Background: an optimization exercise with open tools, aiming at small area, a short achievable clock period and few clock cycles. Do not read the settings as production practice. Where RTL was checked, it was by simulation tests only, not by an equivalence proof against the original. Power is estimated from default activity; no workload was simulated.

Design scc, start of the top module:
module scc (
    input  wire        clk,
    input  wire        rst,           
    input  wire        cmd_valid,
    input  wire [7:0]  cmd,
    output reg         ready,
    input  wire        ofs_we,
    input  wire [31:0] ofs_wdata,
    output reg  [31:0] ofs,
    output wire [31:0] msf,           
    output reg  [31:0] edc,
    output wire [31:0] status,
    output reg         mem_en,
    output reg         mem_we,
    output reg  [11:0] mem_addr,
    output reg  [7:0]  mem_wdata,
    input  wire [7:0]  mem_rdata
);
    localparam [7:0] C_MSFENC = 8'h01, C_EDCGEN = 8'h02, C_ECCP   = 8'h03,
                     C_ECCQ   = 8'h04, C_CHKSYNC= 8'h08, C_CHKF2  = 8'h09,
                     C_CHKBLANK=8'h0A, C_CHKADDR= 8'h0B, C_CLR    = 8'h10,
                     C_WRSYNC = 8'h11, C_WRADDR = 8'h12, C_SYNTH  = 8'h20,
                     C_RST    = 8'hFF;
    function [7:0] gf_mul2;             
        input [7:0] x;
        gf_mul2 = {x[6:0], 1'b0} ^ (x[7] ? 8'h1D : 8'h00);
    endfunction
    function [7:0] gf_mul;              
        input [7:0] a;
        input [7:0] b;
        integer i;
        reg [7:0] p, t;
        begin
            p = 8'h00;
  ...
Size in the first run: roughly 1700 cells after synthesis, about 200 I/O pins, roughly 14000 sq um of cells after synthesis.
clock: 27.0 ns
lec_check: 0
abc_clock_period_in_ps: 6000
cap_margin: 20
core_margin: 2
core_utilization: 40
place_density: 0.6
slew_margin: 20
run.sh (not shown) runs the stock make flow with config.mk's settings and CLKGATE_MAP_FILE= SYNTH_SCRIPT=/design/flow/synth_recipe.tcl, a recipe that flattens the netlist after the stock synthesis.
The baseline completed without violations.
Rerun with:
--- a/flow/config.mk
+++ b/flow/config.mk
@@ -7,3 +7,3 @@
 export LEC_CHECK = 0
-export ABC_CLOCK_PERIOD_IN_PS = 6000
+export ABC_AREA = 1
 export CAP_MARGIN = 20
Effect: The new run finished with timing, DRC and antenna clean; design area rises by 1.5%; first-iteration DRC count falls by about 3.6%; flip-flop and latch count stays the same; via count rises by about 5%; wire length rises by about 2.6%; synthesized area rises by about 0.9%.
No run of this note included a check of the RTL's function; only the layout flow was run.


v9:
scc, a different RTL version from the one above (not shown whole).
Size: ~1,600 cells after synthesis, about 13,000 um2 of cells after synthesis.
export LEC_CHECK = 0
export CAP_MARGIN = 20
export CORE_MARGIN = 2
export CORE_UTILIZATION = 50
export PLACE_DENSITY = 0.7
export SLEW_MARGIN = 20
create_clock -name core_clock -period 27.0 [get_ports {clk}]
standard.sh (not shown) runs the stock make flow with config.mk's settings and CLKGATE_MAP_FILE= SYNTH_SCRIPT=/design/flow/synth_recipe.tcl, a recipe that flattens the netlist after the stock synthesis.
==> flow/flow/run.sh <==
#!/bin/bash
# The standard layout (standard.sh) with these changes:
# - port buffers are buf_1 cells instead of the default delay buffers;
# - the clock tree uses larger sink clusters and no dummy loads;
# - the timing repair aims for a period well below the clock's (a setup
#   margin), may size cells to other footprints, and repairs the worst
#   endpoint only.
# ORFS writes each step's full log under orfs/logs; make's own output goes to
# flow_make.log here.
set -o pipefail
bash standard.sh SETUP_SLACK_MARGIN=${SCC_SETUP_MARGIN:-20.5} MATCH_CELL_FOOTPRINT=0 \
    TNS_END_PERCENT=0 "BUFFER_PORTS_ARGS=-buffer_cell sky130_fd_sc_hd__buf_1" \
    "CTS_ARGS=-sink_clustering_enable -repair_clock_nets -sink_clustering_size 24 -sink_clustering_max_diameter 100 -dont_use_dummy_load" \
    finish > flow_make.log 2>&1
Testbench counts of v9, summed over its fixed seeds: cycles 406,049.
--- input diff v9..v40 ---
- CTS_CLUSTER_DIAMETER newly set to 100
- PLACE_DENSITY changed from 0.7 to 0.6
- CTS_CLUSTER_SIZE newly set to 24
- CORE_UTILIZATION changed from 50 to 40
==> flow/flow/run.sh <==
#!/bin/bash
# The standard layout (standard.sh) with these changes:
# - port buffers are buf_1 cells instead of the default delay buffers;
# - the timing repair aims for a period well below the clock's (a setup
#   margin) and may size cells to other footprints.
# ORFS writes each step's full log under orfs/logs; make's own output goes to
# flow_make.log here.
set -o pipefail
bash standard.sh SETUP_SLACK_MARGIN=${SCC_SETUP_MARGIN:-20.6} MATCH_CELL_FOOTPRINT=0 \
    TNS_END_PERCENT=100 "BUFFER_PORTS_ARGS=-buffer_cell sky130_fd_sc_hd__buf_1" \
    finish > flow_make.log 2>&1
[summary]
[compare] base=v9 new=v40: async set or reset register ratio after synthesis level; proportion of power drawn by flip-flops and latches moved down.
Diff v9 -> v40: total of plain and repair buffers excluding clock buffers up 67, minimum clock period down 58 ps, total power up 0.051 mW.
v9 → v40: clock-cell share of area has increased, area growth from synthesis to final layout went up 11 points, area occupied by registers increased about 3%.
NOTE global-route wire length before repair v9->v40 increased by a few percent
The higher sequential portion of the cell area came out of v9.
--- input diff v40..v27 ---
- CTS_CLUSTER_SIZE removed (was 24)
- CTS_CLUSTER_DIAMETER removed (was 100)
==> flow/flow/run.sh <==
#!/bin/bash
# The standard layout (standard.sh) with these changes:
# - port buffers are buf_1 cells instead of the default delay buffers;
# - the clock tree uses larger sink clusters and no dummy loads;
# - the timing repair aims for a period well below the clock's (a setup
#   margin), may size cells to other footprints, and repairs the worst
#   endpoint only.
# ORFS writes each step's full log under orfs/logs; make's own output goes to
# flow_make.log here.
set -o pipefail
bash standard.sh SETUP_SLACK_MARGIN=${SCC_SETUP_MARGIN:-20.5} MATCH_CELL_FOOTPRINT=0 \
    TNS_END_PERCENT=0 "BUFFER_PORTS_ARGS=-buffer_cell sky130_fd_sc_hd__buf_1" \
    "CTS_ARGS=-sink_clustering_enable -repair_clock_nets -sink_clustering_size 24 -sink_clustering_max_diameter 100 -dont_use_dummy_load" \
    finish > flow_make.log 2>&1
Findings:
- v27: flow completed, timing, DRC and antenna clean
- In v27 the hold slack turned out 11 ps higher than in v40.
- In the reports for v40 and v27, the larger clock share of power belongs to v40.
- Going from v40 to v27, wire length after detailed routing shrinks by 3.7%.
- Comparing v40 with v27, the final cycle utilization of the critical path came out essentially unchanged.
- Relative to v40, number of clock buffers in the layout decreased by 6 in v27.
- From v40 to v27 the numbers moved as follows: time the final worst path needs with I/O delays and setup climbed 37 ps; final-stage net count went down; post-route cell area lower.

## what the ideal ports hide
The flow's constraints put no driver on any port. The routed layouts listed below were extracted and timed again, unchanged, in two steps. Step 1: set_driving_cell puts a clkbuf_16 on clk and a buf_2 on each other input, an assumption about the parent block. Step 2, shift: input delay + t, output delay - t, t = (earliest + latest rising clock arrival at the registers) / 2. This alone moves slack from input paths to output paths. Three values: no drivers, after step 1, after step 2; two values: the first two.
run	t, ns	slack for setup (ns)	latest minus earliest clock arrival (ns)	pins driven straight from the clock port
the first run of note 1	0.573	19.596 / 19.549 / 19.445	0.013 / 0.013	1
the second run of note 1	0.597	19.751 / 19.699 / 19.204	0.016 / 0.017	1
v9	0.522	20.460 / 20.413 / 20.291	0.073 / 0.073	1
v40	0.547	20.518 / 20.469 / 20.255	0.030 / 0.030	1
v27	0.530	20.482 / 20.433 / 20.295	0.047 / 0.047	1
After both steps setup and hold are still met in every run listed. For the second run of note 1, which loses most, drivers alone change the setup slack by -0.052 ns; drivers and shift together by -0.547 ns.
